Background: an optimization exercise with open tools, aiming at small area, a short achievable clock period and few clock cycles. Do not read the settings as production practice. Only simulation tests tie the RTL to the original design; equivalence was not proved. Power and IR drop assume default switching activity.

<file path="flow/design.v">
module lcde_add #(parameter W = 34) (
    input  wire [W-1:0] a,
    input  wire [W-1:0] b,
    input  wire         cin,
    output reg  [W-1:0] s,
    output reg          co
);
    reg [W:0] g, p, gn, pn;
    integer i, d;
    always @(*) begin
        g = {a & b, cin};
        p = {a ^ b, 1'b0};
        for (d = 1; d <= W; d = d * 2) begin
            gn = g;
            pn = p;
            for (i = 0; i <= W; i = i + 1)
                if ((i / d) % 2 == 1) begin
                    gn[i] = g[i] | (p[i] & g[(i / d) * d - 1]);
                    pn[i] = p[i] & p[(i / d) * d - 1];
                end
            g = gn;
            p = pn;
        end
        for (i = 0; i < W; i = i + 1)
            s[i] = a[i] ^ b[i] ^ g[i];
        co = g[W];
    end
endmodule
module lcde (
    input  wire        clk,
    input  wire        rst,           
    input  wire        csr_we,
    input  wire [3:0]  csr_addr,
    input  wire [31:0] csr_wdata,
    output reg  [31:0] csr_rdata,
    output wire [2:0]  status,        
    output reg         pt_req,
    output reg  [16:0] pt_addr,
    input  wire        pt_ack,
    input  wire [31:0] pt_rdata,
    output reg         snk_valid,
    output reg  [1:0]  snk_cmd,
    output reg         cb_req,
    input  wire        cb_ack,
    input  wire [31:0] cb_count,
    output reg         diag
);
    localparam [1:0] ST_IDLE = 2'd0, ST_BUSY = 2'd1, ST_DONE = 2'd2;
    localparam [2:0] SCH_PCM = 3'd0, SCH_PPM = 3'd1, SCH_PWM = 3'd2,
                     SCH_PWMP = 3'd3, SCH_PWMT = 3'd4, SCH_MANZ = 3'd5;
    localparam [1:0] CMD_B0 = 2'b00, CMD_B1 = 2'b01, CMD_ROW = 2'b10, CMD_CLR = 2'b11;
    localparam [2:0] C_IDLE  = 3'd0,
                     C_MZ0   = 3'd1,    
                     C_RUN   = 3'd2,    
                     C_EMIT  = 3'd3,    
                     C_FLCB  = 3'd4,    
                     C_FLB0  = 3'd5,    
                     C_ABORT = 3'd6;    
    reg [4:0]  mode_q;
    reg [31:0] short_q, long_q, reset_q, tol_q, syncw_q;
    reg [1:0]  arg_q;
    reg [15:0] num_q;
    reg [1:0]  state_q;
    reg        abort_q;
    reg [31:0] events_q;
    reg [15:0] n_q;
    reg [2:0]  cs_q;
    reg        ph_q;          
    reg        pv_q, gv_q;    
    reg        pfv_q;         
    reg        pf_ws, pf_wl, pf_wy, pf_les, pf_lts, pf_ltl, pf_bad;
    reg [31:0] p_q, g_q;
    reg        sbd_q;
    reg        row0ne_q;
    reg [33:0] u_q;           
    reg [34:0] qm_q;          
    reg [32:0] rm_q;          
    reg        rraw_q;
    reg        bad_q, gov_q, fl_q;
    reg        is_pcm, is_ppm, is_pwm, is_pwmp, is_pwmt, is_manz;
    wire       cben    = mode_q[3];
    wire       verb    = mode_q[4];
    reg        ne_q, nl_q;    
    assign status = {abort_q, state_q};
    always @(*) begin
        case (csr_addr)
            4'd1:    csr_rdata = {29'd0, abort_q, state_q};
            4'd2:    csr_rdata = {27'd0, mode_q};
            4'd3:    csr_rdata = short_q;
            4'd4:    csr_rdata = long_q;
            4'd5:    csr_rdata = reset_q;
            4'd6:    csr_rdata = {30'd0, arg_q};
            4'd7:    csr_rdata = tol_q;
            4'd8:    csr_rdata = syncw_q;
            4'd9:    csr_rdata = {16'd0, num_q};
            4'd10:   csr_rdata = events_q;
            4'd11:   csr_rdata = {16'd0, n_q};
            default: csr_rdata = 32'd0;
        endcase
    end
    wire start_wr = csr_we && (csr_addr == 4'd0) && csr_wdata[0] && (state_q != ST_BUSY);
    function automatic lt35(input [34:0] a, input [34:0] b, input strict);
        reg [36:0] s;
        begin
            s = {a[34], a, strict} + {~b[34], ~b, strict};
            lt35 = s[36];
        end
    endfunction
    wire g_lt_s  = lt35({3'd0, g_q}, {3'd0, short_q}, 1'b1);             
    wire g_cmp_l = lt35({3'd0, g_q}, {3'd0, long_q},  !is_pwm);          
    wire g_cmp_r = lt35({3'd0, g_q}, {3'd0, reset_q}, is_ppm);           
    wire g_gt_r  = !g_cmp_r;
    wire        pcm_ld = is_pcm && pfv_q;
    wire [31:0] hw    = is_pwmp ? tol_q :
                        is_pcm  ? (pfv_q ? g_q : {2'b00, long_q[31:2]}) :
                        is_manz ? {1'b0, short_q[31:1]} : 32'd0;
    wire [31:0] hr    = pcm_ld ? {1'b0, short_q[31:1]} : hw;
    wire        rcin  = pcm_ld ? ~short_q[0] : 1'b1;
    wire [31:0] qa    = is_manz ? short_q : p_q;
    wire [34:0] q_w, r_w;
    wire        q_co, r_co;
    lcde_add #(.W(35)) u_qw (.a({3'd0, qa}),  .b({3'd0, hw}),  .cin(1'b0), .s(q_w), .co(q_co));
    lcde_add #(.W(35)) u_rw (.a({3'd0, p_q}), .b(~{3'd0, hr}), .cin(rcin), .s(r_w), .co(r_co));
    wire        wstr  = !is_pcm;    
    wire        s_lt_q = lt35({3'd0, short_q}, q_w, wstr);
    wire        r_lt_s = lt35(r_w, {3'd0, short_q}, wstr);
    wire        l_lt_q = lt35({3'd0, long_q}, q_w, 1'b1);
    wire        r_lt_l = lt35(r_w, {3'd0, long_q}, 1'b1);
    wire        y_lt_q = lt35({3'd0, syncw_q}, q_w, 1'b1);
    wire        r_lt_y = lt35(r_w, {3'd0, syncw_q}, 1'b1);
    wire        win_s  = r_lt_s && s_lt_q;
    wire        win_l  = r_lt_l && l_lt_q;
    wire        win_y  = (syncw_q != 32'd0) && r_lt_y && y_lt_q;
    wire        p_le_s = !s_lt_q;
    wire        p_lt_s = r_lt_s;
    wire        p_lt_l = r_lt_l;
    wire [1:0]  band   = pf_lts ? 2'd0 : pf_ltl ? 2'd1 : 2'd2;
    wire [33:0] k15    = {1'b0, q_w[32:0]};           
    wire [31:0] ub     = is_pcm ? short_q : ph_q ? g_q : p_q;
    wire [33:0] u_sub;
    wire        u_co;
    lcde_add #(.W(34)) u_us (.a(u_q), .b(~{2'b00, ub}), .cin(1'b1), .s(u_sub), .co(u_co));
    wire        mz_hit = !u_co;                       
    wire [33:0] ym_load = r_w[33:0];                  
    wire [34:0] pg_sum  = q_w;
    wire [34:0] qm_load;                              
    wire        c3;
    lcde_add #(.W(35)) u_ql (.a(pg_sum), .b({4'b1111, ~long_q[31:1]}), .cin(~long_q[0]), .s(qm_load), .co(c3));
    wire        bad_load = (short_q != long_q) && !(s_lt_q && r_lt_s);
    wire [33:0] ym_sub = u_sub;
    wire [34:0] qm_sub;
    wire [32:0] rm_sub;
    wire        c5, c6;
    lcde_add #(.W(35)) u_qs (.a(qm_q), .b(~{3'b000, long_q}), .cin(1'b1), .s(qm_sub), .co(c5));
    lcde_add #(.W(33)) u_rs (.a(rm_q), .b(~{1'b0, long_q}), .cin(1'b1), .s(rm_sub), .co(c6));
    wire        e_b1   = !u_q[33];
    wire [31:0] ev_sum;
    wire        c7;
    lcde_add #(.W(32)) u_ev (.a(events_q), .b(cb_count), .cin(1'b0), .s(ev_sum), .co(c7));
    wire        e_qp   = !qm_q[34];
    wire        rneg   = rraw_q ? !c6 : rm_q[32];          
    wire        e_b0   = e_qp && !rneg;
    wire [15:0] n_inc   = n_q + 16'd1;
    wire        n_end   = ne_q;
    wire        n_last  = nl_q;
    wire        n_last2 = ((n_q + 16'd2) == num_q);
    wire        run_ok   = (cs_q == C_RUN) && !n_end;
    wire        p_run    = run_ok && pfv_q && (is_pcm ? gv_q : !ph_q);
    wire        g_run    = run_ok && gv_q && (is_pcm ? pfv_q :  ph_q);
    wire [16:0] addr_inc  = pt_addr + (is_ppm ? 17'd2 : 17'd1);
    wire        more_cur  = lt35({19'd0, pt_addr[16:1]},  {19'd0, num_q}, 1'b1);
    wire        more_inc  = lt35({19'd0, addr_inc[16:1]}, {19'd0, num_q}, 1'b1);
    reg  [1:0]  state_d;
    reg         abort_d;
    reg  [31:0] events_d;
    reg  [15:0] n_d;
    reg  [2:0]  cs_d;
    reg         ph_d, pv_d, gv_d, sbd_d, row0ne_d;
    reg  [33:0] u_d;
    reg  [34:0] qm_d;
    reg  [32:0] rm_d;
    reg         rraw_d;
    reg         bad_d, gov_d, fl_d;
    reg         snk_valid_d, diag_d, cb_req_d, pt_req_d;
    reg  [1:0]  snk_cmd_d;
    reg  [16:0] pt_addr_d;
    reg         p_use, g_use, acc, fetch_on;
    reg         fcond, last, n_step;
    task automatic emit(input [1:0] cmd);
        begin
            snk_valid_d = 1'b1;
            snk_cmd_d   = cmd;
        end
    endtask
    task automatic pcm_load;
        begin
            u_d   = ym_load;
            qm_d  = qm_load;
            rm_d  = {1'b0, reset_q};
            rraw_d = 1'b1;
            bad_d = pf_bad;
            gov_d = g_gt_r;
            fl_d  = 1'b1;
            p_use = 1'b1;
            g_use = 1'b1;
            cs_d  = C_EMIT;
        end
    endtask
    task automatic pcm_finish;
        begin
            n_d = n_inc;
            n_step = 1'b1;
            if (!n_last && pfv_q && gv_q) pcm_load;
            else                         cs_d = C_RUN;
        end
    endtask
    task automatic flush;
        begin
            if (cben) begin
                cb_req_d = 1'b1;
                cs_d     = C_FLCB;
            end else begin
                diag_d = 1'b1;
                emit(CMD_CLR);
                if (is_manz) cs_d = C_FLB0;
            end
        end
    endtask
    always @(*) begin
        state_d   = state_q;
        abort_d   = abort_q;
        events_d  = events_q;
        n_d       = n_q;
        cs_d      = cs_q;
        ph_d      = ph_q;
        sbd_d     = sbd_q;
        row0ne_d  = row0ne_q;
        u_d       = u_q;
        qm_d      = qm_q;
        rm_d      = rm_q;
        rraw_d    = rraw_q;
        bad_d     = bad_q;
        gov_d     = gov_q;
        fl_d      = fl_q;
        snk_valid_d = 1'b0;
        snk_cmd_d   = snk_cmd;
        diag_d      = 1'b0;
        cb_req_d    = 1'b0;
        p_use       = 1'b0;
        g_use       = 1'b0;
        fcond       = fl_q && (gov_q || n_last);
        last        = 1'b0;
        n_step      = 1'b0;
        case (cs_q)
            C_IDLE: begin
                if (start_wr) begin
                    state_d  = ST_BUSY;
                    abort_d  = 1'b0;
                    events_d = 32'd0;
                    n_d      = 16'd0;
                    sbd_d    = 1'b0;
                    u_d      = k15;
                    ph_d     = is_ppm;
                    emit(CMD_CLR);
                    cs_d     = is_manz ? C_MZ0 : C_RUN;
                end
            end
            C_MZ0, C_FLB0: begin
                emit(CMD_B0);
                cs_d = C_RUN;
            end
            C_RUN: begin
                if (n_end) begin
                    state_d = ST_DONE;
                    cs_d    = C_IDLE;
                end else if (is_pcm) begin
                    if (pfv_q && gv_q) pcm_load;
                end else if (!ph_q) begin
                    if (pfv_q) begin
                        p_use = 1'b1;
                        ph_d  = 1'b1;
                        case (1'b1)
                            is_pwm: begin
                                if (arg_q == 2'd1 && !sbd_q) sbd_d = 1'b1;
                                else if (pf_les)             emit(CMD_B1);
                                else                         emit(CMD_B0);
                            end
                            is_pwmp: begin
                                if (pf_ws)      emit(CMD_B1);
                                else if (pf_wl) emit(CMD_B0);
                                else if (pf_wy) emit(CMD_ROW);
                                else begin
                                    emit(CMD_CLR);
                                    cs_d = C_ABORT;
                                end
                            end
                            is_pwmt: begin
                                if (band == arg_q)      emit(CMD_ROW);
                                else if (band == 2'd0)  emit(CMD_B0);
                                else if (band == 2'd2)  emit(CMD_B1);
                                else if (arg_q == 2'd0) emit(CMD_B0);
                                else                    emit(CMD_B1);
                            end
                            default: begin  
                                if (mz_hit) begin
                                    emit(CMD_B0);
                                    u_d = k15;
                                end else begin
                                    u_d = u_sub;
                                end
                            end
                        endcase
                    end
                end else begin
                    if (gv_q) begin
                        g_use = 1'b1;
                        ph_d  = is_ppm;
                        n_d   = n_inc;
                        n_step = 1'b1;
                        case (1'b1)
                            is_ppm: begin
                                if (g_lt_s)       emit(CMD_B0);
                                else if (g_cmp_l) emit(CMD_B1);
                                else if (g_cmp_r) emit(CMD_ROW);
                                else              flush;
                            end
                            is_pwm: begin
                                if (g_gt_r) begin
                                    sbd_d = 1'b0;
                                    flush;
                                end else if (!g_cmp_l) begin
                                    sbd_d = 1'b0;
                                    emit(CMD_ROW);
                                end
                            end
                            is_manz: begin
                                u_d = k15;
                                if (g_gt_r)      flush;
                                else if (mz_hit) emit(CMD_B1);
                                else             u_d = u_sub;
                            end
                            default: begin  
                                if (g_gt_r) flush;
                            end
                        endcase
                    end
                end
            end
            C_EMIT: begin
                if (e_b1) begin
                    emit(CMD_B1);
                    u_d = ym_sub;
                    if (e_qp) qm_d = qm_sub;
                    if (rraw_q) begin
                        rm_d   = rm_sub;
                        rraw_d = 1'b0;
                    end
                    last = !u_co && !(e_qp && c5 && !rneg) && !bad_q && !fcond;
                end else if (e_b0 && rraw_q) begin
                    rm_d   = rm_sub;
                    rraw_d = 1'b0;
                end else if (e_b0) begin
                    emit(CMD_B0);
                    qm_d = qm_sub;
                    rm_d = rm_sub;
                    last = !(c5 && c6) && !bad_q && !fcond;
                end else if (bad_q) begin
                    emit(CMD_CLR);
                    bad_d = 1'b0;
                    last  = 1'b1;
                end else if (fcond && row0ne_q) begin
                    fl_d = 1'b0;
                    flush;
                    last = !cben;
                end else begin
                    last = 1'b1;
                end
                if (last) pcm_finish;
            end
            C_FLCB: begin
                if (cb_ack) begin
                    events_d = ev_sum;
                    diag_d   = verb && (cb_count != 32'd0);
                    emit(CMD_CLR);
                    if (is_pcm)       pcm_finish;
                    else if (is_manz) cs_d = C_FLB0;
                    else              cs_d = C_RUN;
                end else begin
                    cb_req_d = 1'b1;
                end
            end
            C_ABORT: begin
                events_d = 32'd0;
                abort_d  = 1'b1;
                state_d  = ST_DONE;
                cs_d     = C_IDLE;
            end
            default: cs_d = C_IDLE;
        endcase
        if (snk_valid_d) row0ne_d = (snk_cmd_d != CMD_CLR);
        acc = pt_req && pt_ack && (pt_addr[0] ? (!gv_q || g_run) : (!pv_q || p_run));
        pv_d = (pv_q && !p_use) || (acc && !pt_addr[0]);
        gv_d = (gv_q && !g_use) || (acc &&  pt_addr[0]);
        pt_addr_d = acc ? addr_inc : pt_addr;
        fetch_on  = (cs_q != C_IDLE);
        pt_req_d  = fetch_on && (acc ? more_inc : more_cur);
        if (cs_q == C_IDLE) begin
            pv_d      = 1'b0;
            gv_d      = 1'b0;
            pt_addr_d = {16'd0, is_ppm};
            pt_req_d  = start_wr && (num_q != 16'd0);
        end
    end
    always @(posedge clk) begin
        if (csr_we) begin
            case (csr_addr)
                4'd2: begin
                    mode_q  <= csr_wdata[4:0];
                    is_pcm  <= (csr_wdata[2:0] == SCH_PCM);
                    is_ppm  <= (csr_wdata[2:0] == SCH_PPM);
                    is_pwm  <= (csr_wdata[2:0] == SCH_PWM);
                    is_pwmp <= (csr_wdata[2:0] == SCH_PWMP);
                    is_pwmt <= (csr_wdata[2:0] == SCH_PWMT);
                    is_manz <= (csr_wdata[2:0] == SCH_MANZ);
                end
                4'd3: short_q <= csr_wdata;
                4'd4: long_q  <= csr_wdata;
                4'd5: reset_q <= csr_wdata;
                4'd6: arg_q   <= csr_wdata[1:0];
                4'd7: tol_q   <= csr_wdata;
                4'd8: syncw_q <= csr_wdata;
                4'd9: num_q   <= csr_wdata[15:0];
                default: ;
            endcase
        end
        if (acc) begin
            if (pt_addr[0]) g_q <= pt_rdata;
            else            p_q <= pt_rdata;
        end
        pt_addr  <= pt_addr_d;
        if (cs_q == C_IDLE) begin
            ne_q <= (num_q == 16'd0);
            nl_q <= (num_q == 16'd1);
        end else if (n_step) begin
            ne_q <= nl_q;
            nl_q <= n_last2;
        end
        snk_cmd  <= snk_cmd_d;
        sbd_q    <= sbd_d;
        row0ne_q <= row0ne_d;
        u_q      <= u_d;
        qm_q     <= qm_d;
        rm_q     <= rm_d;
        rraw_q   <= rraw_d;
        bad_q    <= bad_d;
        gov_q    <= gov_d;
        fl_q     <= fl_d;
        if (!pfv_q) begin
            pf_ws  <= win_s;
            pf_wl  <= win_l;
            pf_wy  <= win_y;
            pf_les <= p_le_s;
            pf_lts <= p_lt_s;
            pf_ltl <= p_lt_l;
            pf_bad <= bad_load;
        end
        ph_q     <= ph_d;
        if (rst) begin
            state_q   <= ST_IDLE;
            abort_q   <= 1'b0;
            events_q  <= 32'd0;
            n_q       <= 16'd0;
            cs_q      <= C_IDLE;
            pv_q      <= 1'b0;
            pfv_q     <= 1'b0;
            gv_q      <= 1'b0;
            snk_valid <= 1'b0;
            diag      <= 1'b0;
            cb_req    <= 1'b0;
            pt_req    <= 1'b0;
        end else begin
            state_q   <= state_d;
            abort_q   <= abort_d;
            events_q  <= events_d;
            n_q       <= n_d;
            cs_q      <= cs_d;
            pv_q      <= pv_d;
            pfv_q     <= pv_q && !p_use && !(acc && !pt_addr[0]) && (cs_q != C_IDLE);
            gv_q      <= gv_d;
            snk_valid <= snk_valid_d;
            diag      <= diag_d;
            cb_req    <= cb_req_d;
            pt_req    <= pt_req_d;
        end
    end
endmodule
</file>
<file path="flow/flow/run.sh">
#!/bin/bash
# The standard layout (standard synthesis, floorplan, power grid, placement, CTS,
# routing), with one change: the buffer placed on every input and output port
# is a sky130_fd_sc_hd__buf_2 instead of the default delay buffer.
set -euo pipefail
bash standard.sh BUFFER_PORTS_ARGS="-buffer_cell sky130_fd_sc_hd__buf_2" finish > standard_flow.log 2>&1
</file>
<file path="flow/standard.sh">
#!/bin/bash
# synth_recipe.tcl (not shown) runs the flow's synth.tcl, then flattens the netlist and writes it again
# the make line also repeats each setting of config.mk as NAME=value (left out here)
make -C /OpenROAD-flow-scripts/flow DESIGN_CONFIG=/design/flow/config.mk WORK_HOME=/design/flow/orfs CLKGATE_MAP_FILE= SYNTH_SCRIPT=/design/flow/synth_recipe.tcl "${@:-finish}"
</file>
<file path="flow/config.mk">
export PLATFORM = sky130hd
export DESIGN_NAME = lcde
export DESIGN_NICKNAME = lcde
export VERILOG_FILES = /design/flow/design.v
export SDC_FILE = /design/flow/constraint.sdc
export NUM_CORES = 4
export LEC_CHECK = 0
export CAP_MARGIN = 20
export CORE_MARGIN = 2
export CORE_UTILIZATION = 40
export CTS_CLUSTER_DIAMETER = 80
export CTS_CLUSTER_SIZE = 24
export SETUP_SLACK_MARGIN = 4
export SLEW_MARGIN = 20
</file>
<file path="flow/constraint.sdc">
create_clock -name core_clock -period 10.0 [get_ports {clk}]
set_input_delay 2.0000 -clock core_clock [delete_from_list [all_inputs] [get_ports {clk}]]
set_output_delay 2.0000 -clock core_clock [all_outputs]
set_load 0.01 [all_outputs]
</file>
==> results of run 1 <==
-- power by group --
group	total [mW]	leakage (nW)	switching, mW	internal, mW
Clock	1.63	0.624	0.824	0.810
Combinational	1.17	14.0	0.718	0.453
Sequential	2.20	4.00	0.0824	2.12
-- cell usage after synthesis (23+ instances only) --
| master | count |
|---|---|
| a21o_1 | 130 |
| xor2_1 | 94 |
| clkbuf_1 | 107 |
| a31oi_1 | 55 |
| a222oi_1 | 23 |
| nor2b_1 | 68 |
| nand3_1 | 66 |
| xnor2_1 | 161 |
| fa_1 | 36 |
| nand2_1 | 238 |
| inv_1 | 321 |
| o21ai_1 | 24 |
| nor3_1 | 84 |
| nand4_1 | 63 |
| and3_1 | 46 |
| buf_1 | 30 |
| nor2_1 | 333 |
| edfxtp_1 | 372 |
| a22oi_1 | 102 |
| ha_1 | 541 |
| a211oi_1 | 56 |
| dfxtp_1 | 79 |
| nor4_1 | 37 |
| nand2b_1 | 61 |
| a21oi_1 | 379 |
| o21a_1 | 44 |
| a221oi_1 | 26 |
| mux2i_1 | 115 |
| o21ai_0 | 228 |
-- what timing repair did --
item,4_1_cts,5_1_grt
pin swaps,10,29
gates resized for setup,71,74
endpoints found under the hold margin,0,0
buffers inserted,35,25
setup endpoints to repair,75,57
cloned,8,3
hold buffers,0,0
-- metrics by stage --
stage | hold slack [ns] | power, mW | instance area (sq um) | utilization (%)
2_1_floorplan | 0.4685 | 2.945 | 38810 | -
3_3_place_gp | 0.4890 | 3.312 | 41040 | 42.57
3_5_place_dp | 0.4856 | 3.327 | 41050 | 42.57
4_1_cts | 0.5005 | 4.967 | 43180 | 44.78
5_1_grt | 0.5497 | 5.190 | 43760 | 45.38
6_report | 0.4990 | 5.004 | 43760 | 45.39
-- registers in the layout, indices dropped and copies added, names as in the netlist, 17 cells and up --
register,cells
events_q,32
short_q,32
syncw_q,32
p_q,32
rm_q,33
long_q,32
tol_q,32
pt_addr,17
g_q,32
u_q,34
reset_q,32
qm_q,35
-- worst reg2reg max path: cells and delay by family (launching register included) --
family	cells	cell delay, ns
simple gates	2	0.45
compound gates	10	3.44
fa+ha+maj	1	0.44
buf+inv	2	0.59
flops	1	0.74
-- layer usage --
metal,wire length [um],GRT usage (%),vias to the layer above
li1,-,-,16001
met1,63990,41.12,16948
met2,66010,45.56,1828
met3,15670,5.510,266
met4,6332,10.53,8
met5,56,0,-
-- final timing paths --
path / end / slack [ns] / depth (start not counted)
hold reg to reg: pt_addr[1] / 0.50 / 2
setup reg to reg: u_q[15] / 4.04 / 15
setup / recovery: csr_rdata[9] / 4.03 / 8
hold / removal: pt_addr[1] / 0.50 / 2
-- kinds of logic after synthesis --
family / share of synthesized area, %
buf+inv: 4.736
compound gates: 20.45
mux: 3.084
flops: 32.88
xor+xnor: 5.758
simple gates: 13.78
fa+ha+maj: 19.31
-- cell type report --
type / instances / area, sq um / share of cell area (%)
antenna: 1 / 2.502 / 0.005718
timing repair buffer: 280 / 2064 / 4.718
inverter: 323 / 1226 / 2.802
clock inverter: 22 / 321.6 / 0.7348
tap: 1276 / 1597 / 3.648
multi-input combinational: 3288 / 24840 / 56.75
sequential: 451 / 12760 / 29.15
clock buffer: 43 / 958.4 / 2.190
==> flow_metrics.env, run 1 <==
export IMPL_run_status="timing/DRC/antenna clean"
export IMPL_max_freq_mhz=167.4
export IMPL_initial_utilization_pct=40.22
export IMPL_start_kind="primary input"
export IMPL_grt_pass1_wl_um=217600
export IMPL_fp_dieH_um=315.4
export IMPL_async_flop_share_pct=0
export IMPL_worst_slack_ns=4.028
export IMPL_synth_warnings=5
export IMPL_synth_ff_type="edfxtp_1"
export IMPL_area_delta_synth_final_pct=12.83
export IMPL_cts_tree="done"
export IMPL_setup_violations=0
export IMPL_dieWidth_um=315.4
export IMPL_clock_latency_ns=0.63
export IMPL_max_clock_path_buffers=3
export IMPL_fillers=9374
export IMPL_critPathMaxFanout=15
export IMPL_fin_cells=5684
export IMPL_place_gp_congestion=1.043
export IMPL_netlist_instances=4216
export IMPL_maxSlewHeadroom_pct=25.61
export IMPL_vias=35051
export IMPL_synth_seq_cells=451
export IMPL_cp_arrival_ns=3.97
export IMPL_grt_pass1_vias=32671
export IMPL_syn_avg_cell_area_sq_um=9.199
export IMPL_clkSinkCount=451
export IMPL_rsz0062_at_grt="true"
export IMPL_cap_violations=0
export IMPL_io_buffer_count=162
export IMPL_min_delay_start="pt_addr[1]"
export IMPL_dp_hpwl_um=114900
export IMPL_synth_top_area_share_pct=28.80
export IMPL_min_path_type="register to register"
export IMPL_synth_edf_count=372
export IMPL_crit_family="compound AO/OA/AOI/OAI gates"
export IMPL_drive_gt1_share_pct=11.10
export IMPL_crit_top_cell="buf_2"
export IMPL_finClkSkew_ns=0.04660
export IMPL_worst_pin_slew_ns=1.116
export IMPL_routed_wl_um=152100
export IMPL_drt_wirelength_per_cell_um=26.75
export IMPL_final_cell_mix="ha_1, edfxtp_1, a21oi_1"
export IMPL_place_ws_ns=2.662
export IMPL_track_usage_pct=29.48
export IMPL_finalMaxSlewViolations=0
export IMPL_die_area_sq_um=99470
export IMPL_rows=114
export IMPL_crit_path_end_kind="primary output"
export IMPL_clk_pin_slew_worst_paths_ns=0.09
export IMPL_first_pass_iters=10
export IMPL_drc=0
export IMPL_setup_tns_ns=0
export IMPL_cp_num_buf_inv=3
export IMPL_max_vdd_ir_drop_uv=89.51
export IMPL_globalRouteOverflowTotal=0
export IMPL_max_stage_delay_ns=0.44
export IMPL_numCtsBuffers=36
export IMPL_synth_area_leader_cell="edfxtp_1"
export IMPL_finalNetCount=5062
export IMPL_boundaryPins=163
export IMPL_final_antenna_net_count=0
export IMPL_cts_max_level=2
export IMPL_final_hold_violation_count=0
export IMPL_worstSetupPathType="primary input to primary output"
export IMPL_path_cells="buf_2 > inv_1 > ha_1 > and3b_4 > a22o_1 > a221oi_1 > a31oi_2 > buf_2"
export IMPL_coreArea_sq_um=96420
export IMPL_synth_area_leaders="edfxtp_1, ha_1, a21oi_1"
export IMPL_root_buffer="clkbuf_16"
export IMPL_drt_vias_per_instance=6.167
export IMPL_required_ns=8.00
export IMPL_dp_cells=5547
export IMPL_antenna_found_initial=5
export IMPL_critPathSlowestCell="and3b_4"
export IMPL_fin_crit_ns=5.972
export IMPL_setup_worst_path_start="csr_addr[2]"
export IMPL_power_per_cell_area_nw_per_um2=114.3
export IMPL_p_leak_nw=18.65
export IMPL_synthDistinctLibCells=78
export IMPL_grt_max_degree=71
export IMPL_final_common_cell="ha_1"
export IMPL_drt_iter0_drc=4345
export IMPL_fin_crit_sh_pct=59.72
export IMPL_syn_num_nets=4898
export IMPL_rr_startpoint="long_q[16]"
export IMPL_synth_area_sq_um=38780
export IMPL_synth_seq_area_share_pct=32.88
Testbench counts, summed over its fixed seeds: cycles 32,668.
==> run 2: changes to the inputs <==
--- a/flow/config.mk
+++ b/flow/config.mk
@@ -8,7 +8,5 @@
 export CAP_MARGIN = 20
 export CORE_MARGIN = 2
 export CORE_UTILIZATION = 40
-export CTS_CLUSTER_DIAMETER = 80
-export CTS_CLUSTER_SIZE = 24
 export SETUP_SLACK_MARGIN = 4
 export SLEW_MARGIN = 20
==> run 2 against run 1 <==
Net effect: critical path type unchanged; via count about the same; utilization increased by 0.70 points; combinational power about the same; fmax increased by 0.27%; clock-buffer cell count increased by 22; flip-flop and latch count unchanged; still clean on timing, DRC and antenna; sequential share of layout area decreased by 0.45 points; cell count increased by 0.79%; highest routed layer unchanged; sequential power about the same; critical path depth unchanged.
==> flow_metrics.env, run 2 <==
export IMPL_worst_slack_ns=4.044
export IMPL_max_vdd_ir_drop_uv=123.4
export IMPL_grt_pass1_wl_um=218100
export IMPL_drt_iter0_drc=4105
export IMPL_final_cell_mix="ha_1, edfxtp_1, a21oi_1"
export IMPL_p_leak_nw=18.97
export IMPL_min_path_type="register to register"
export IMPL_worst_pin_slew_ns=1.089
export IMPL_top_regs="qm_q x35, u_q x34, rm_q x33"
export IMPL_clkSinkCount=451
export IMPL_globalRouteOverflowTotal=0
export IMPL_synth_top_area_share_pct=28.80
export IMPL_routed_wl_um=152900
export IMPL_io_buffer_count=162
export IMPL_dieWidth_um=315.4
export IMPL_syn_num_nets=4898
export IMPL_cp_arrival_ns=3.96
export IMPL_start_kind="primary input"
export IMPL_critPathMaxFanout=15
export IMPL_synthDistinctLibCells=78
export IMPL_drc=0
export IMPL_required_ns=8.00
export IMPL_cap_violations=0
export IMPL_route_met3_wl_um=15670
export IMPL_synth_ff_type="edfxtp_1"
export IMPL_drive_gt1_share_pct=11.92
export IMPL_synth_area_leader_cell="edfxtp_1"
export IMPL_synth_edf_count=372
export IMPL_crit_end="csr_rdata[9]"
export IMPL_setup_tns_ns=0
export IMPL_clk_pin_slew_worst_paths_ns=0.06
export IMPL_setup_violations=0
export IMPL_syn_avg_cell_area_sq_um=9.199
export IMPL_largest_reg_flops=35
export IMPL_r2r_setup_slack_ns=4.09
export IMPL_crit_path_end_kind="primary output"
export IMPL_drt_met1_wl_um=64490
export IMPL_track_usage_pct=29.56
export IMPL_root_buffer="clkbuf_16"
export IMPL_timing_rr_end="pf_wy"
export IMPL_finClkSkew_ns=0.02485
export IMPL_grt_max_degree=71
export IMPL_final_antenna_net_count=0
export IMPL_topRoutingLayerUsed="met5"
export IMPL_fin_crit_sh_pct=59.56
export IMPL_antenna_cells=0
export IMPL_die_area_sq_um=99470
export IMPL_reg2reg_depth=27
export IMPL_rr_startpoint="is_pcm"
export IMPL_netlist_instances=4216
export IMPL_final_hold_violation_count=0
export IMPL_async_flop_share_pct=0
export IMPL_worstSetupPathType="primary input to primary output"
export IMPL_grt_pass1_vias=32746
export IMPL_synth_area_leaders="edfxtp_1, ha_1, a21oi_1"
export IMPL_vias=35074
export IMPL_run_status="timing/DRC/antenna clean"
export IMPL_final_common_cell="ha_1"
export IMPL_antenna_found_initial=2
export IMPL_coreArea_sq_um=96420
export IMPL_cts_tree="done"
export IMPL_finalMaxSlewViolations=0
export IMPL_boundaryPins=163
export IMPL_setup_worst_path_start="csr_addr[2]"
export IMPL_synth_area_sq_um=38780
export IMPL_top_register="qm_q"
export IMPL_wl_met2_um=66030
export IMPL_synth_seq_cells=451
export IMPL_numCtsBuffers=52
export IMPL_fp_dieH_um=315.4
export IMPL_rsz0062_at_grt="true"
export IMPL_ys_top_cells_by_count="ha_1, a21oi_1, edfxtp_1"
export IMPL_drt_vias_per_instance=6.122
export IMPL_first_pass_iters=7
export IMPL_max_clock_path_buffers=3
export IMPL_synth_most_common_cell="ha_1"
export IMPL_cts_max_level=2
export IMPL_synth_warnings=5
export IMPL_power_per_cell_area_nw_per_um2=122.9
export IMPL_max_freq_mhz=167.9
export IMPL_synth_seq_area_share_pct=32.88
export IMPL_clock_latency_ns=0.65
export IMPL_maxSlewHeadroom_pct=27.41
export IMPL_initial_utilization_pct=40.22
export IMPL_dp_hpwl_um=114900
export IMPL_fin_crit_ns=5.956
export IMPL_finalNetCount=5091
export IMPL_drt_wirelength_per_cell_um=26.70
export IMPL_place_ws_ns=2.662
export IMPL_rows=114
export IMPL_place_gp_congestion=1.043
export IMPL_area_delta_synth_final_pct=14.58
-- run 2: cell counts after synthesis --
No cell type changed its count.
-- run 2: layer usage --
layer / global-route usage (%) / up-vias
met5: 0 / -
met4: 10.86 / 2
met3: 6.080 / 283
met2: 45.48 / 1834
met1: 40.93 / 16899
li1: - / 16056
-- run 2: worst max-delay path, cell delays in order --
cell	delay [ns]
buf_2	0.11
inv_1	0.08
ha_1	0.35
and3b_4	0.44
a22o_1	0.27
a221oi_1	0.09
a31oi_2	0.39
buf_2	0.21
-- run 2: kinds of logic (layout without fill, tap and decap cells) --
logic type               after synthesis  in the layout  synth area share [%]
AO/OA/AOI/OAI                       1236           1236                 20.45
buffers and inverters                479            714                 4.736
flip-flops                           451            451                 32.88
XOR/XNOR                             255            255                 5.758
AND/OR/NAND/NOR                     1099           1101                 13.78
adder cells (fa/ha/maj)              577            577                 19.31
multiplexers                         119            119                 3.084
-- run 2: worst min-delay path by stage --
stage                            start  depth (start not counted)           end  slack, ns
final                       pt_addr[1]                          2    pt_addr[1]       0.49
after global routing        pt_addr[1]                          2    pt_addr[1]       0.54
after CTS                   pt_addr[1]                          2    pt_addr[1]       0.50
after detailed placement    pt_addr[1]                          2    pt_addr[1]       0.49
after global placement      pt_addr[1]                          2    pt_addr[1]       0.49
after floorplan           events_q[28]                          1  events_q[28]       0.47
-- run 2: cell type report --
cell class,instances,area [sq um]
Clock inverter,33,396.6
Inverter,323,1226
Fill cell,9321,51980
Timing Repair Buffer,293,2140
Sequential cell,451,12760
Tap cell,1276,1597
Clock buffer,65,1401
Multi-Input combinational cell,3288,24930
-- run 2: timing repair --
action,4_1_cts,5_1_grt
endpoints found under the setup margin,76,58
setup buffers,28,46
hold buffers,0,0
pin swaps,10,37
hold endpoints to repair,0,0
cloned,8,2
gates resized for setup,73,95
-- run 2: where the power goes --
part	switching, mW	internal [mW]	total, mW
sequential	0.0818	2.12	2.20
combinational	0.720	0.458	1.18
clock	0.876	1.20	2.08
-- run 2: metrics by stage --
| step | hold slack (ns) | area [sq um] | power [mW] | util [%] | instances |
|---|---|---|---|---|---|
| after global placement | 0.4890 | 41040 | 3.312 | 42.57 | 5547 |
| after global routing | 0.5450 | 44440 | 5.652 | 46.09 | 5729 |
| after floorplan | 0.4685 | 38810 | 2.945 | - | 4216 |
| after CTS | 0.4963 | 43640 | 5.418 | 45.26 | 5681 |
| after detailed placement | 0.4856 | 41050 | 3.327 | 42.57 | 5547 |
| final | 0.4916 | 44440 | 5.461 | 46.09 | 5729 |
==> run 3: changes to the inputs <==
--- a/flow/config.mk
+++ b/flow/config.mk
@@ -8,5 +8,7 @@
 export CAP_MARGIN = 20
 export CORE_MARGIN = 2
 export CORE_UTILIZATION = 40
+export CTS_CLUSTER_DIAMETER = 110
+export CTS_CLUSTER_SIZE = 20
 export SETUP_SLACK_MARGIN = 4
 export SLEW_MARGIN = 20
==> run 3 against run 2 <==
Net effect: flip-flop and latch count unchanged; first-iteration DRC count increased by 7.6%; global-route usage decreased by 0.40 points; clock-buffer cell count decreased by 23; register-to-register slack got worse by 0.04 ns; routed wire length decreased by 1.8%; area after synthesis unchanged; via count decreased by 0.99%; clock skew increased by 0.0014 ns; fmax about the same; sequential power about the same.
==> flow_metrics.env, run 3 <==
export IMPL_max_clock_path_buffers=3
export IMPL_clk_pin_slew_worst_paths_ns=0.09
export IMPL_cts_max_level=1
export IMPL_run_status="timing/DRC/antenna clean"
export IMPL_max_freq_mhz=167.9
export IMPL_dp_hpwl_um=114900
export IMPL_place_area_sq_um=41050
export IMPL_drt_wirelength_per_cell_um=26.52
export IMPL_combinationalPowerShare_pct=25.1
export IMPL_postLayoutCellArea_sq_um=43270
export IMPL_largest_reg_flops=35
export IMPL_r2r_setup_slack_ns=4.05
export IMPL_required_ns=8.00
export IMPL_synth_ff_type="edfxtp_1"
export IMPL_power_per_cell_area_nw_per_um2=107.7
export IMPL_final_hold_violation_count=0
export IMPL_critPathMaxFanout=15
export IMPL_reg2reg_depth=15
export IMPL_first_pass_iters=6
export IMPL_vias=34726
export IMPL_worst_slack_ns=4.046
export IMPL_gr_max_usage_layer="met2"
export IMPL_async_flop_share_pct=0
export IMPL_timing_rr_end="u_q[18]"
export IMPL_finClkSkew_ns=0.02624
export IMPL_fin_crit_sh_pct=59.54
export IMPL_cp_arrival_ns=3.95
export IMPL_grt_pass1_vias=32309
export IMPL_drt_iter0_drc=4418
export IMPL_max_vdd_ir_drop_uv=129.0
export IMPL_synth_most_common_cell="ha_1"
export IMPL_min_delay_start="pt_addr[1]"
export IMPL_top_regs="qm_q x35, u_q x34, rm_q x33"
export IMPL_clock_power_share_pct=27.7
export IMPL_max_stage_delay_ns=0.44
export IMPL_switchingPower_mw=1.535
export IMPL_crit_top_cell="buf_2"
export IMPL_fp_dieH_um=315.4
export IMPL_whs_path_depth=2
export IMPL_worst_pin_slew_ns=1.094
export IMPL_min_path_type="register to register"
export IMPL_rsz0062_at_grt="true"
export IMPL_boundaryPins=163
export IMPL_grtUsageMet1_pct=41.10
export IMPL_io_buffer_count=162
export IMPL_fin_util_pct=44.88
export IMPL_p_seq_share_pct=47.2
export IMPL_path_cells="buf_2 > inv_1 > ha_1 > and3b_4 > a22o_1 > a221oi_1 > a31oi_2 > buf_2"
export IMPL_ys_top_cells_by_count="ha_1, a21oi_1, edfxtp_1"
export IMPL_antenna_cells=0
export IMPL_rr_startpoint="long_q[20]"
export IMPL_coreArea_sq_um=96420
export IMPL_postCtsHoldBufs=0
export IMPL_clock_latency_ns=0.65
export IMPL_numCtsBuffers=29
export IMPL_antenna_found_initial=3
export IMPL_fin_crit_ns=5.954
export IMPL_drt_vias_per_instance=6.130
export IMPL_final_common_cell="ha_1"
export IMPL_finalNetCount=5051
export IMPL_synth_seq_area_share_pct=32.88
export IMPL_setup_violations=0
export IMPL_die_area_sq_um=99470
export IMPL_final_cell_mix="ha_1, edfxtp_1, a21oi_1"
export IMPL_synth_edf_count=372
export IMPL_p_int_mw=3.123
export IMPL_finalMaxSlewViolations=0
export IMPL_setup_tns_ns=0
export IMPL_start_kind="primary input"
export IMPL_dp_cells=5547
export IMPL_p_sw_share_pct=32.95
export IMPL_synth_seq_cells=451
export IMPL_root_buffer="clkbuf_16"
export IMPL_cts_tree="done"
export IMPL_fin_cells=5665
export IMPL_synth_warnings=5
export IMPL_syn_avg_cell_area_sq_um=9.199
export IMPL_final_antenna_net_count=0
export IMPL_drc=0
export IMPL_dieWidth_um=315.4
export IMPL_area_delta_synth_final_pct=11.57
export IMPL_cap_violations=0
export IMPL_p_leak_nw=18.40
export IMPL_clkSinkCount=451
export IMPL_min_to="pt_addr[1]"
export IMPL_synth_area_leader_cell="edfxtp_1"
export IMPL_grt_use_met2_pct=45.08
export IMPL_use_met3_pct=5.024
export IMPL_netlist_instances=4216
export IMPL_place_gp_congestion=1.043
export IMPL_synth_top_area_share_pct=28.80
export IMPL_synthDistinctLibCells=78
export IMPL_rows=114
export IMPL_routed_wl_um=150200
export IMPL_grt_max_degree=71
export IMPL_crit_path_end_kind="primary output"
export IMPL_critPathSlowestCell="and3b_4"
export IMPL_grt_pass1_wl_um=216000
export IMPL_synth_area_leaders="edfxtp_1, ha_1, a21oi_1"
export IMPL_maxSlewHeadroom_pct=27.06
export IMPL_initial_utilization_pct=40.22
export IMPL_syn_num_nets=4898
export IMPL_synth_area_sq_um=38780
export IMPL_drive_gt1_share_pct=10.66
export IMPL_track_usage_pct=29.16
export IMPL_place_ws_ns=2.662
export IMPL_top_register="qm_q"
export IMPL_worstSetupPathType="primary input to primary output"
export IMPL_globalRouteOverflowTotal=0
-- run 3: cell count changes in the layout (fill, tap and decap cells not counted), moves of 3 or more --
cell,delta
clkbuf_16,-24
buf_4,-11
clkinv_1,-9
clkinv_2,-9
bufinv_16,-8
o21ai_1,-5
clkbuf_1,+4
clkbuf_8,-3
inv_4,+3
nor2_1,+3
o21ai_2,+3
-- run 3: worst max path at each step --
stage	depth (start not counted)	endpoint	start	slack (ns)
floorplan	25	qm_q[32]	is_manz	4.00
global route	26	pf_wy	is_pcm	3.84
detailed placement	25	qm_q[32]	is_pwmp	2.66
global placement	25	qm_q[32]	is_pwmp	2.79
CTS	25	qm_q[32]	pfv_q	3.92
finish	8	csr_rdata[9]	csr_addr[2]	4.05
-- run 3: worst max-delay path: cells and delay by family --
kind / cells / cell delay (ns)
AOI/OAI and AO/OA: 3 / 0.75
and+or+nand+nor: 1 / 0.44
buffers and inverters: 3 / 0.40
adders and majority gates: 1 / 0.35
-- run 3: power groups by stage --
stage / clock [mW] / combinational [mW] / sequential (mW)
final: 1.29 / 1.17 / 2.20
after detailed placement: 0 / 1.09 / 2.24
after global placement: 0 / 1.08 / 2.24
after global routing: 1.35 / 1.28 / 2.20
after CTS: 1.30 / 1.12 / 2.19
after floorplan: 0 / 0.745 / 2.20
-- run 3: routing by layer --
layer,wire [um],share of wire [%]
met5,22,0.015
met4,5986,4.0
met3,15160,10
met2,64930,43
met1,64140,43
-- run 3: cell type report --
class	instances	area, sq um
clock inverters	9	86.33
inverters	323	1226
well taps	1276	1597
clock buffers	42	774.5
fillers	9438	53150
repair buffers	277	1949
flip-flops and latches	451	12760
multi-input cells	3287	24880
-- run 3: what timing repair did --
item                                    4_1_cts  5_1_grt
endpoints found under the hold margin         0        0
gates resized for setup                      71       82
pin swaps                                     9       30
setup buffers                                23       37
gates cloned                                  6        1
endpoints found under the setup margin       76       58
-- run 3: metrics by stage --
step                      power [mW]  hold WS [ns]
after detailed placement       3.327        0.4856
final                          4.658        0.4985
after CTS                      4.610        0.5010
after global placement         3.312        0.4890
after floorplan                2.945        0.4685
after global routing           4.833        0.5504
-- run 3: kinds of logic (layout without fill, tap and decap cells) --
logic type,after synthesis,after routing,synth area share (%)
AO/OA/AOI/OAI,1236,1236,20.45
XOR/XNOR,255,255,5.758
adder cells (fa/ha/maj),577,577,19.31
buffers and inverters,479,651,4.736
flip-flops,451,451,32.88
multiplexers,119,119,3.084
AND/OR/NAND/NOR,1099,1100,13.78
==> run 4: changes to the inputs <==
==> flow/config.mk (replaced) <==
export PLATFORM = sky130hd
export DESIGN_NAME = lcde
export DESIGN_NICKNAME = lcde
export VERILOG_FILES = /design/flow/design.v
export SDC_FILE = /design/flow/constraint.sdc
export NUM_CORES = 4
export LEC_CHECK = 0
export CAP_MARGIN = 5
export CORE_MARGIN = 2
export CORE_UTILIZATION = 40
export SETUP_SLACK_MARGIN = 4
export SLEW_MARGIN = 5
==> run 4 against run 3 <==
Net effect: routed wire length rose by 0.72%; clock-buffer cell count rose by 27; clock power rose by 54%.
==> flow_metrics.env, run 4 <==
export IMPL_worst_slack_ns=4.068
export IMPL_root_buffer="clkbuf_16"
export IMPL_die_area_sq_um=99470
export IMPL_synth_compound_area_share_pct=20.45
export IMPL_synth_edf_count=372
export IMPL_fin_util_pct=45.68
export IMPL_drc=0
export IMPL_coreArea_sq_um=96420
export IMPL_worst_pin_slew_ns=1.389
export IMPL_grt_pass1_vias=32673
export IMPL_max_vdd_ir_drop_uv=125.3
export IMPL_finClkSkew_ns=0.02767
export IMPL_yosys_area_share_simple_pct=13.78
export IMPL_path_cells="buf_2 > nor2_1 > and2_1 > buf_6 > a22oi_1 > a31oi_1 > buf_2"
export IMPL_synth_seq_cells=451
export IMPL_netlist_instances=4216
export IMPL_crit_family="buffers and inverters"
export IMPL_fp_dieH_um=315.4
export IMPL_max_stage_delay_ns=0.40
export IMPL_synth_top_family_by_area="compound AO/OA/AOI/OAI gates"
export IMPL_synth_seq_area_share_pct=32.88
export IMPL_clock_latency_ns=0.65
export IMPL_crit_top_cell="buf_2"
export IMPL_worstSetupPathType="primary input to primary output"
export IMPL_routed_wl_um=151300
export IMPL_maxSlewHeadroom_pct=5.021
export IMPL_setup_violations=0
export IMPL_top_register="qm_q"
export IMPL_p_leak_nw=18.79
export IMPL_finalNetCount=5067
export IMPL_critPathSlowestCell="a31oi_1"
export IMPL_dp_cells=5547
export IMPL_setup_tns_ns=0
export IMPL_globalRouteOverflowTotal=0
export IMPL_synth_ff_type="edfxtp_1"
export IMPL_synth_top_area_share_pct=28.80
export IMPL_final_common_cell="ha_1"
export IMPL_clkSinkCount=451
export IMPL_final_antenna_net_count=0
export IMPL_path_depth=7
export IMPL_final_cell_mix="ha_1, edfxtp_1, a21oi_1"
export IMPL_rr_startpoint="is_pcm"
export IMPL_place_ws_ns=2.651
export IMPL_clk_pin_slew_worst_paths_ns=0.06
export IMPL_topRoutingLayerUsed="met5"
export IMPL_largest_reg_flops=35
export IMPL_power_total_mw=5.354
export IMPL_multi_input_area_sq_um=24770
export IMPL_fin_crit_sh_pct=59.32
export IMPL_finalMaxSlewViolations=0
export IMPL_grt_pass1_wl_um=217200
export IMPL_drt_met1_wl_um=64280
export IMPL_start_kind="primary input"
export IMPL_power_per_cell_area_nw_per_um2=121.6
export IMPL_dp_hpwl_um=115000
export IMPL_ys_top_cells_by_count="ha_1, a21oi_1, edfxtp_1"
export IMPL_r2r_setup_slack_ns=4.07
export IMPL_first_pass_iters=6
export IMPL_area_delta_synth_final_pct=13.56
export IMPL_async_flop_share_pct=0
export IMPL_cap_violations=0
export IMPL_antenna_found_initial=3
export IMPL_crit_end="csr_rdata[8]"
export IMPL_synth_area_sq_um=38780
export IMPL_max_freq_mhz=168.6
export IMPL_cts_tree="done"
export IMPL_dieWidth_um=315.4
export IMPL_synthMuxAreaShare_pct=3.084
export IMPL_synth_area_leaders="edfxtp_1, ha_1, a21oi_1"
export IMPL_run_status="timing/DRC/antenna clean"
export IMPL_synthDistinctLibCells=78
export IMPL_io_buffer_count=162
export IMPL_setup_worst_path_start="csr_addr[0]"
export IMPL_initial_utilization_pct=40.22
export IMPL_rsz0062_at_grt="true"
export IMPL_min_path_type="register to register"
export IMPL_drt_wirelength_per_cell_um=26.53
export IMPL_syn_num_nets=4898
export IMPL_cts_max_level=2
export IMPL_boundaryPins=163
export IMPL_drt_vias_per_instance=6.118
export IMPL_numCtsBuffers=51
export IMPL_final_hold_violation_count=0
export IMPL_vias=34898
export IMPL_synth_warnings=5
export IMPL_fin_cells=5704
export IMPL_cp_num_buf_inv=3
export IMPL_critPathMaxFanout=30
export IMPL_place_gp_congestion=1.043
export IMPL_synth_adder_area_share_pct=19.31
export IMPL_timing_rr_end="pf_bad"
export IMPL_synth_most_common_cell="ha_1"
export IMPL_required_ns=8.00
export IMPL_crit_path_end_kind="primary output"
export IMPL_fin_crit_ns=5.932
export IMPL_fillers=9350
export IMPL_reg2reg_depth=23
export IMPL_drt_iter0_drc=4188
export IMPL_grt_max_degree=78
export IMPL_cp_arrival_ns=3.93
export IMPL_drive_gt1_share_pct=10.95
export IMPL_synth_area_leader_cell="edfxtp_1"
export IMPL_layout_area_seq_sq_um=12760
export IMPL_max_clock_path_buffers=3
export IMPL_synthXorXnorAreaFrac_pct=5.758
export IMPL_syn_avg_cell_area_sq_um=9.199
export IMPL_route_met3_wl_um=15100
export IMPL_top_regs="qm_q x35, u_q x34, rm_q x33"
export IMPL_track_usage_pct=29.37
export IMPL_antenna_cells=0
export IMPL_rows=114
export IMPL_wl_met2_um=65020
-- run 4: cell types whose count changed in the layout (fill, tap and decap cells not counted), sizes merged --
cell | before | now
bufinv | 0 | 6
clkbuf | 42 | 71
clkinvlp | 3 | 8
nand2b | 62 | 63
buf | 271 | 261
clkinv | 3 | 13
bufbuf | 6 | 7
inv | 326 | 323
-- run 4: metrics by stage --
step                      instance area, sq um  hold WS, ns
after floorplan                          38810       0.4685
after global placement                   41040       0.4890
after detailed placement                 41040       0.4844
after CTS                                43530       0.4952
after global routing                     44040       0.5382
final                                    44040       0.4944
-- run 4: layout make-up --
cell class / instances / share of cell area, %
multi-input combinational: 3288 / 56.23
clock buffer: 69 / 3.190
inverter: 323 / 2.784
sequential: 451 / 28.96
tap: 1276 / 3.625
timing repair buffer: 270 / 4.437
clock inverter: 27 / 0.7670
-- run 4: worst min-delay path by stage --
stage,start,end,cells past startpoint
floorplan,events_q[28],events_q[28],1
global placement,pt_addr[1],pt_addr[1],2
detailed placement,pt_addr[1],pt_addr[1],2
CTS,pt_addr[1],pt_addr[1],2
global route,pt_addr[1],pt_addr[1],2
finish,pt_addr[1],pt_addr[1],2
-- run 4: timing repair --
item / in CTS / in global routing
setup buffers: 25 / 26
pin swaps: 10 / 22
gates resized for setup: 73 / 62
cloned: 7 / 3
hold buffers: 0 / 0
setup endpoints to repair: 78 / 62
-- run 4: tightest hold or removal path, cell delays in order (launching register included) --
cell     delay, ns
dfxtp_1       0.33
nand2_1       0.06
a21oi_1       0.05
-- run 4: per-layer routing --
| metal | global-route usage [%] | vias to the layer above |
|---|---|---|
| li1 | - | 16026 |
| met1 | 41.06 | 16871 |
| met2 | 44.83 | 1724 |
| met3 | 5.562 | 275 |
| met4 | 11.36 | 2 |
| met5 | 0 | - |
-- run 4: logic make-up after synthesis --
kind of cell / Yosys count
compound gates: 1236
simple gates: 1099
fa+ha+maj: 577
buf+inv: 479
flops: 451
xor+xnor: 255
mux: 119
-- run 4: report_power, final --
| part | switching (mW) | internal (mW) |
|---|---|---|
| registers | 0.0822 | 2.12 |
| clock network | 0.842 | 1.15 |
| logic | 0.712 | 0.447 |
==> run 5: changes to the inputs <==
--- a/flow/config.mk
+++ b/flow/config.mk
@@ -8,5 +8,7 @@
 export CAP_MARGIN = 5
 export CORE_MARGIN = 2
 export CORE_UTILIZATION = 40
+export CTS_CLUSTER_DIAMETER = 110
+export CTS_CLUSTER_SIZE = 20
 export SETUP_SLACK_MARGIN = 4
 export SLEW_MARGIN = 5
==> run 5 against run 4 <==
Net effect: design area is 1.6% lower; clock skew down 0.0033 ns; sequential power is essentially flat; non-clock buffer count rose by 9; synthesized cell count did not move; flip-flop and latch count is the same; hold slack better by 0.0044 ns; combinational power is essentially flat; critical endpoint is now csr_rdata[9]; highest routed layer unchanged.
==> flow_metrics.env, run 5 <==
export IMPL_top_regs="qm_q x35, u_q x34, rm_q x33"
export IMPL_rsz0062_at_grt="true"
export IMPL_whs_path_depth=2
export IMPL_switchingPower_mw=1.525
export IMPL_initial_utilization_pct=40.22
export IMPL_cap_violations=0
export IMPL_setup_violations=0
export IMPL_power_per_cell_area_nw_per_um2=107.7
export IMPL_clock_latency_ns=0.65
export IMPL_fin_util_pct=44.94
export IMPL_drc=0
export IMPL_start_kind="primary input"
export IMPL_area_delta_synth_final_pct=11.72
export IMPL_grt_max_degree=78
export IMPL_synth_seq_area_share_pct=32.88
export IMPL_worstSetupPathType="primary input to primary output"
export IMPL_p_sw_share_pct=32.68
export IMPL_routed_wl_um=151700
export IMPL_fin_cells=5670
export IMPL_place_area_sq_um=41040
export IMPL_r2r_setup_slack_ns=4.10
export IMPL_drt_iter0_drc=4309
export IMPL_globalRouteOverflowTotal=0
export IMPL_antenna_found_initial=2
export IMPL_largest_reg_flops=35
export IMPL_netlist_instances=4216
export IMPL_critPathMaxFanout=15
export IMPL_syn_num_nets=4898
export IMPL_crit_path_end_kind="primary output"
export IMPL_synth_seq_cells=451
export IMPL_synth_area_leaders="edfxtp_1, ha_1, a21oi_1"
export IMPL_postLayoutCellArea_sq_um=43330
export IMPL_dp_hpwl_um=115000
export IMPL_final_hold_violation_count=0
export IMPL_synth_warnings=5
export IMPL_cp_arrival_ns=3.94
export IMPL_max_vdd_ir_drop_uv=141.1
export IMPL_max_clock_path_buffers=3
export IMPL_final_cell_mix="ha_1, edfxtp_1, a21oi_1"
export IMPL_setup_tns_ns=0
export IMPL_ys_top_cells_by_count="ha_1, a21oi_1, edfxtp_1"
export IMPL_clock_power_share_pct=27.8
export IMPL_drt_wirelength_per_cell_um=26.75
export IMPL_finalMaxSlewViolations=0
export IMPL_synth_top_area_share_pct=28.80
export IMPL_async_flop_share_pct=0
export IMPL_run_status="timing/DRC/antenna clean"
export IMPL_fp_dieH_um=315.4
export IMPL_fin_crit_sh_pct=59.35
export IMPL_rows=114
export IMPL_drt_vias_per_instance=6.183
export IMPL_synth_area_sq_um=38780
export IMPL_final_common_cell="ha_1"
export IMPL_p_seq_share_pct=47.1
export IMPL_dieWidth_um=315.4
export IMPL_vias=35058
export IMPL_synth_ff_type="edfxtp_1"
export IMPL_drive_gt1_share_pct=10.47
export IMPL_cts_max_level=1
export IMPL_synth_edf_count=372
export IMPL_track_usage_pct=29.18
export IMPL_required_ns=8.00
export IMPL_numCtsBuffers=29
export IMPL_p_int_mw=3.140
export IMPL_clk_pin_slew_worst_paths_ns=0.09
export IMPL_synth_area_leader_cell="edfxtp_1"
export IMPL_min_path_type="register to register"
export IMPL_boundaryPins=163
export IMPL_syn_avg_cell_area_sq_um=9.199
export IMPL_antenna_cells=0
export IMPL_cts_tree="done"
export IMPL_first_pass_iters=6
export IMPL_grt_pass1_wl_um=216100
export IMPL_maxSlewHeadroom_pct=17.43
export IMPL_worst_pin_slew_ns=1.239
export IMPL_grt_pass1_vias=32326
export IMPL_fin_crit_ns=5.935
export IMPL_synthDistinctLibCells=78
export IMPL_die_area_sq_um=99470
export IMPL_top_register="qm_q"
export IMPL_finalNetCount=5054
export IMPL_reg2reg_depth=25
export IMPL_root_buffer="clkbuf_16"
export IMPL_dp_cells=5547
export IMPL_p_leak_nw=18.45
export IMPL_io_buffer_count=162
export IMPL_final_antenna_net_count=0
export IMPL_coreArea_sq_um=96420
export IMPL_finClkSkew_ns=0.02438
export IMPL_place_gp_congestion=1.043
export IMPL_clkSinkCount=451
export IMPL_max_freq_mhz=168.5
export IMPL_synth_most_common_cell="ha_1"
export IMPL_combinationalPowerShare_pct=25.0
## run 5: cell counts after synthesis
Identical to the previous run, type by type.
## run 5: repair_timing
| item | CTS | global route |
|---|---|---|
| buffers inserted | 26 | 33 |
| cloned | 7 | 4 |
| endpoints found under the setup margin | 78 | 59 |
| hold buffers | 0 | 0 |
| pin swaps | 10 | 29 |
| gates resized for setup | 73 | 72 |
## run 5: power by group through the flow
stage               Combinational [mW]  Sequential (mW)  Clock (mW)
floorplan                        0.745             2.20           0
global placement                  1.08             2.24           0
detailed placement                1.09             2.24           0
CTS                               1.12             2.19        1.31
global route                      1.27             2.20        1.37
finish                            1.17             2.20        1.30
## run 5: final cells by class
cell class                 count  area, sq um
clock buffer                  45        807.0
clock inverter                 8        81.33
fill                        9430        53090
inverter                     323         1226
multi-input combinational   3288        24820
sequential                   451        12760
tap                         1276         1597
timing repair buffer         279         2049
## run 5: metal layers
| metal | global-route usage, % | share of wire (%) | vias to the layer above |
|---|---|---|---|
| li1 | - | - | 15959 |
| met1 | 41.26 | 43 | 17048 |
| met2 | 45.20 | 43 | 1782 |
| met3 | 4.690 | 10 | 267 |
| met4 | 10.01 | 4.2 | 2 |
| met5 | 0 | 0.0053 | - |
## run 5: critical path, stage by stage
cell and delay [ns]:
buf_2 0.11, inv_1 0.08, ha_1 0.35, and3b_4 0.43, a22o_1 0.26, a221oi_1 0.08
a31oi_2 0.39, buf_2 0.21
## run 5: path summary, 6_finish.rpt
| check | end | from |
|---|---|---|
| max | csr_rdata[9] | csr_addr[2] |
| min | pt_addr[1] | pt_addr[1] |
| max reg2reg | pf_wy | is_pwmp |
| min reg2reg | pt_addr[1] | pt_addr[1] |
## run 5: logic make-up after synthesis
family	after synthesis	share of synthesized area (%)
buf+inv	479	4.736
mux	119	3.084
xor+xnor	255	5.758
simple gates	1099	13.78
flops	451	32.88
fa+ha+maj	577	19.31
compound gates	1236	20.45
## run 5: stage by stage
stage	power, mW	setup slack [ns]	hold WS [ns]
4_1_cts	4.626	3.948	0.4997
6_report	4.665	4.065	0.4987
3_3_place_gp	3.312	2.793	0.4890
3_5_place_dp	3.326	2.651	0.4844
2_1_floorplan	2.945	4.004	0.4685
5_1_grt	4.843	3.900	0.5432
==> run 6: changes to the inputs <==
--- a/flow/config.mk
+++ b/flow/config.mk
@@ -7,7 +7,7 @@
 export LEC_CHECK = 0
 export CAP_MARGIN = 5
 export CORE_MARGIN = 2
-export CORE_UTILIZATION = 40
+export CORE_UTILIZATION = 50
 export CTS_CLUSTER_DIAMETER = 110
 export CTS_CLUSTER_SIZE = 20
 export SETUP_SLACK_MARGIN = 4
==> run 6 against run 5 <==
Net effect: largest power group unchanged; area after synthesis did not move; clock power barely moved; global-route usage rose by 7.3 points; sequential share of layout area rose by 0.24 points; design area fell by 0.82%; synthesized cell count did not move; combinational power barely moved; utilization rose by 11 points; clock-buffer cell count rose by 1; routed wire length fell by 1.3%; die area fell by 20%; register-to-register slack got worse by 0.07 ns.
==> flow_metrics.env, run 6 <==
export IMPL_run_status="timing/DRC/antenna clean"
export IMPL_clock_power_share_pct=27.7
export IMPL_synth_area_sq_um=38780
export IMPL_fin_crit_ns=5.971
export IMPL_synth_ff_type="edfxtp_1"
export IMPL_area_delta_synth_final_pct=10.81
export IMPL_place_gp_congestion=1.012
export IMPL_finalMaxSlewViolations=0
export IMPL_place_area_sq_um=40760
export IMPL_ys_top_cells_by_count="ha_1, a21oi_1, edfxtp_1"
export IMPL_min_delay_start="pt_addr[1]"
export IMPL_gr_max_usage_layer="met1"
export IMPL_use_met3_pct=5.972
export IMPL_max_vdd_ir_drop_uv=139.0
export IMPL_globalRouteOverflowTotal=0
export IMPL_cp_arrival_ns=6.35
export IMPL_boundaryPins=163
export IMPL_grt_max_degree=73
export IMPL_required_ns=10.38
export IMPL_synth_seq_cells=451
export IMPL_clock_latency_ns=0.64
export IMPL_synth_warnings=5
export IMPL_root_buffer="clkbuf_16"
export IMPL_initial_utilization_pct=50.31
export IMPL_final_hold_violation_count=0
export IMPL_drt_iter0_drc=4525
export IMPL_yosys_area_share_simple_pct=13.78
export IMPL_fin_crit_sh_pct=59.71
export IMPL_fp_dieH_um=282.5
export IMPL_fillers=7130
export IMPL_netlist_instances=4216
export IMPL_crit_path_end_kind="register"
export IMPL_top_regs="qm_q x35, u_q x34, rm_q x33"
export IMPL_setup_violations=0
export IMPL_finalNetCount=5045
export IMPL_first_pass_iters=8
export IMPL_min_path_type="register to register"
export IMPL_synth_top_family_by_area="compound AO/OA/AOI/OAI gates"
export IMPL_synth_adder_area_share_pct=19.31
export IMPL_dp_hpwl_um=113200
export IMPL_final_common_cell="ha_1"
export IMPL_rsz0062_at_grt="true"
export IMPL_syn_num_nets=4898
export IMPL_switchingPower_mw=1.529
export IMPL_cap_violations=0
export IMPL_synth_most_common_cell="ha_1"
export IMPL_fin_cells=5426
export IMPL_largest_reg_flops=35
export IMPL_postCtsHoldBufs=0
export IMPL_grt_use_met2_pct=53.60
export IMPL_dp_cells=5314
export IMPL_maxSlewHeadroom_pct=13.07
export IMPL_start_kind="register"
export IMPL_syn_avg_cell_area_sq_um=9.199
export IMPL_p_seq_share_pct=47.1
export IMPL_whs_path_depth=2
export IMPL_synth_compound_area_share_pct=20.45
export IMPL_p_sw_share_pct=32.77
export IMPL_synthXorXnorAreaFrac_pct=5.758
export IMPL_vias=35034
export IMPL_max_freq_mhz=167.5
export IMPL_synth_edf_count=372
export IMPL_synthMuxAreaShare_pct=3.084
export IMPL_synthDistinctLibCells=78
export IMPL_cts_max_level=1
export IMPL_grt_pass1_wl_um=214400
export IMPL_synth_area_leaders="edfxtp_1, ha_1, a21oi_1"
export IMPL_min_to="pt_addr[1]"
export IMPL_synth_top_area_share_pct=28.80
export IMPL_final_cell_mix="ha_1, edfxtp_1, a21oi_1"
export IMPL_r2r_setup_slack_ns=4.03
export IMPL_p_int_mw=3.137
export IMPL_antenna_found_initial=4
export IMPL_drt_wirelength_per_cell_um=27.60
export IMPL_dieWidth_um=282.5
export IMPL_postLayoutCellArea_sq_um=42980
export IMPL_top_register="qm_q"
export IMPL_worst_slack_ns=4.029
export IMPL_power_per_cell_area_nw_per_um2=108.6
export IMPL_critPathMaxFanout=42
export IMPL_worst_pin_slew_ns=1.301
export IMPL_drc=0
export IMPL_final_antenna_net_count=0
export IMPL_coreArea_sq_um=77080
export IMPL_die_area_sq_um=79810
export IMPL_drive_gt1_share_pct=10.49
export IMPL_numCtsBuffers=29
export IMPL_combinationalPowerShare_pct=25.2
export IMPL_grtUsageMet1_pct=54.04
export IMPL_setup_tns_ns=0
export IMPL_io_buffer_count=162
export IMPL_drt_vias_per_instance=6.457
export IMPL_routed_wl_um=149700
export IMPL_p_leak_nw=18.36
export IMPL_async_flop_share_pct=0
export IMPL_finClkSkew_ns=0.03264
export IMPL_worstSetupPathType="register to register"
export IMPL_reg2reg_depth=17
export IMPL_synth_seq_area_share_pct=32.88
export IMPL_grt_pass1_vias=32363
export IMPL_place_ws_ns=2.885
export IMPL_clk_pin_slew_worst_paths_ns=0.09
export IMPL_rows=102
export IMPL_timing_rr_end="qm_q[27]"
export IMPL_max_clock_path_buffers=3
export IMPL_cts_tree="done"
export IMPL_clkSinkCount=451
export IMPL_synth_area_leader_cell="edfxtp_1"
export IMPL_track_usage_pct=36.43
export IMPL_rr_startpoint="ph_q"
run 6: how the worst max path moves through the flow:
stage                       start  endpoint  slack [ns]  cells after the start
after floorplan           is_manz  qm_q[32]        4.00                     25
after global placement    is_manz  qm_q[32]        2.97                     24
after detailed placement  is_manz  qm_q[32]        2.89                     24
after CTS                  is_pcm  qm_q[32]        3.88                     24
after global routing       is_pcm     pf_wy        3.78                     28
final                        ph_q  qm_q[27]        4.03                     17
run 6: critical path: stages (launching register included):
cell and delay, ns:
edfxtp_1 0.37, buf_4 0.38, mux2i_1 0.23, nor2_1 0.06
a21oi_1 0.18, ha_1 0.32, a2111o_1 0.42, o22a_1 0.27
a211o_1 0.43, nand3b_1 0.24, a21o_1 0.48, a21oi_1 0.13
o211ai_1 0.54, and4b_2 0.57, nand2b_4 0.49, buf_6 0.37
a211o_1 0.14, o21ai_1 0.05
run 6: final cells by class:
class	count	area (sq um)	share of cell area (%)
clock buffer	46	799.5	1.860
tap	1040	1301	3.028
clock inverter	7	82.58	0.1921
timing repair buffer	270	1939	4.513
antenna	1	2.502	0.005823
sequential	451	12760	29.68
multi-input combinational	3288	24870	57.88
inverter	323	1222	2.844
run 6: power by group through the flow:
stage	registers [mW]	logic (mW)	clock network [mW]
2_1_floorplan	2.20	0.745	0
3_3_place_gp	2.24	1.07	0
3_5_place_dp	2.24	1.08	0
4_1_cts	2.19	1.10	1.31
5_1_grt	2.20	1.28	1.37
6_report	2.20	1.17	1.29
run 6: per-stage QoR:
step / utilization, % / power, mW / hold slack (ns)
6_report: 55.75 / 4.666 / 0.4970
4_1_cts: 54.61 / 4.610 / 0.4986
3_3_place_gp: 52.87 / 3.310 / 0.4900
5_1_grt: 55.75 / 4.853 / 0.5228
2_1_floorplan: - / 2.945 / 0.4685
3_5_place_dp: 52.87 / 3.319 / 0.4890
run 6: logic make-up (layout without fill, tap and decap cells):
| group | count (synthesis) | in the layout |
|---|---|---|
| AO/OA/AOI/OAI | 1236 | 1236 |
| adder cells (fa/ha/maj) | 577 | 577 |
| XOR/XNOR | 255 | 255 |
| multiplexers | 119 | 119 |
| other | 0 | 1 |
| flip-flops | 451 | 451 |
| AND/OR/NAND/NOR | 1099 | 1101 |
| buffers and inverters | 479 | 646 |
run 6: per-layer routing:
layer	wire length [um]	vias up
met3	15920	255
li1	-	15968
met4	6202	4
met5	21	-
met2	62670	1922
met1	64930	16885
run 6: timing repair:
action,CTS,global route
endpoints found under the setup margin,51,80
resized for setup,56,111
cloned,5,6
buffers inserted,14,33
pin swaps,8,32

-- re-timing with driven ports --
The flow's constraints put no driver on any port. The routed layouts listed below were extracted and timed again, unchanged, in two steps.
Step 1 sets driving cells, clkbuf_16 on the clock port and buf_2 on the other inputs (assumed; they add their load-dependent delay and slew).
Step 2 adds t to the input delays and takes it off the output delays; t is the mean of the earliest and latest rising clock arrival at the registers after step 1. Input paths then give back, and output paths get back, about the clock's delay inside the block.
Slacks: no drivers / after step 1 / after step 2; pairs: no drivers / after step 1.
| run | t, ns | slack for setup (ns) | worst register clock-pin slew, ns |
|---|---|---|---|
| run 1 | 0.668 | 4.028 / 4.007 / 4.007 | 0.10 / 0.10 |
| run 2 | 0.713 | 4.044 / 4.023 / 4.023 | 0.07 / 0.07 |
| run 3 | 0.705 | 4.046 / 4.025 / 4.025 | 0.11 / 0.11 |
| run 4 | 0.704 | 4.068 / 4.050 / 4.050 | 0.07 / 0.07 |
| run 5 | 0.706 | 4.065 / 4.045 / 4.045 | 0.10 / 0.10 |
| run 6 | 0.692 | 4.029 / 4.029 / 4.029 | 0.10 / 0.10 |
After both steps every run listed still meets setup and hold.
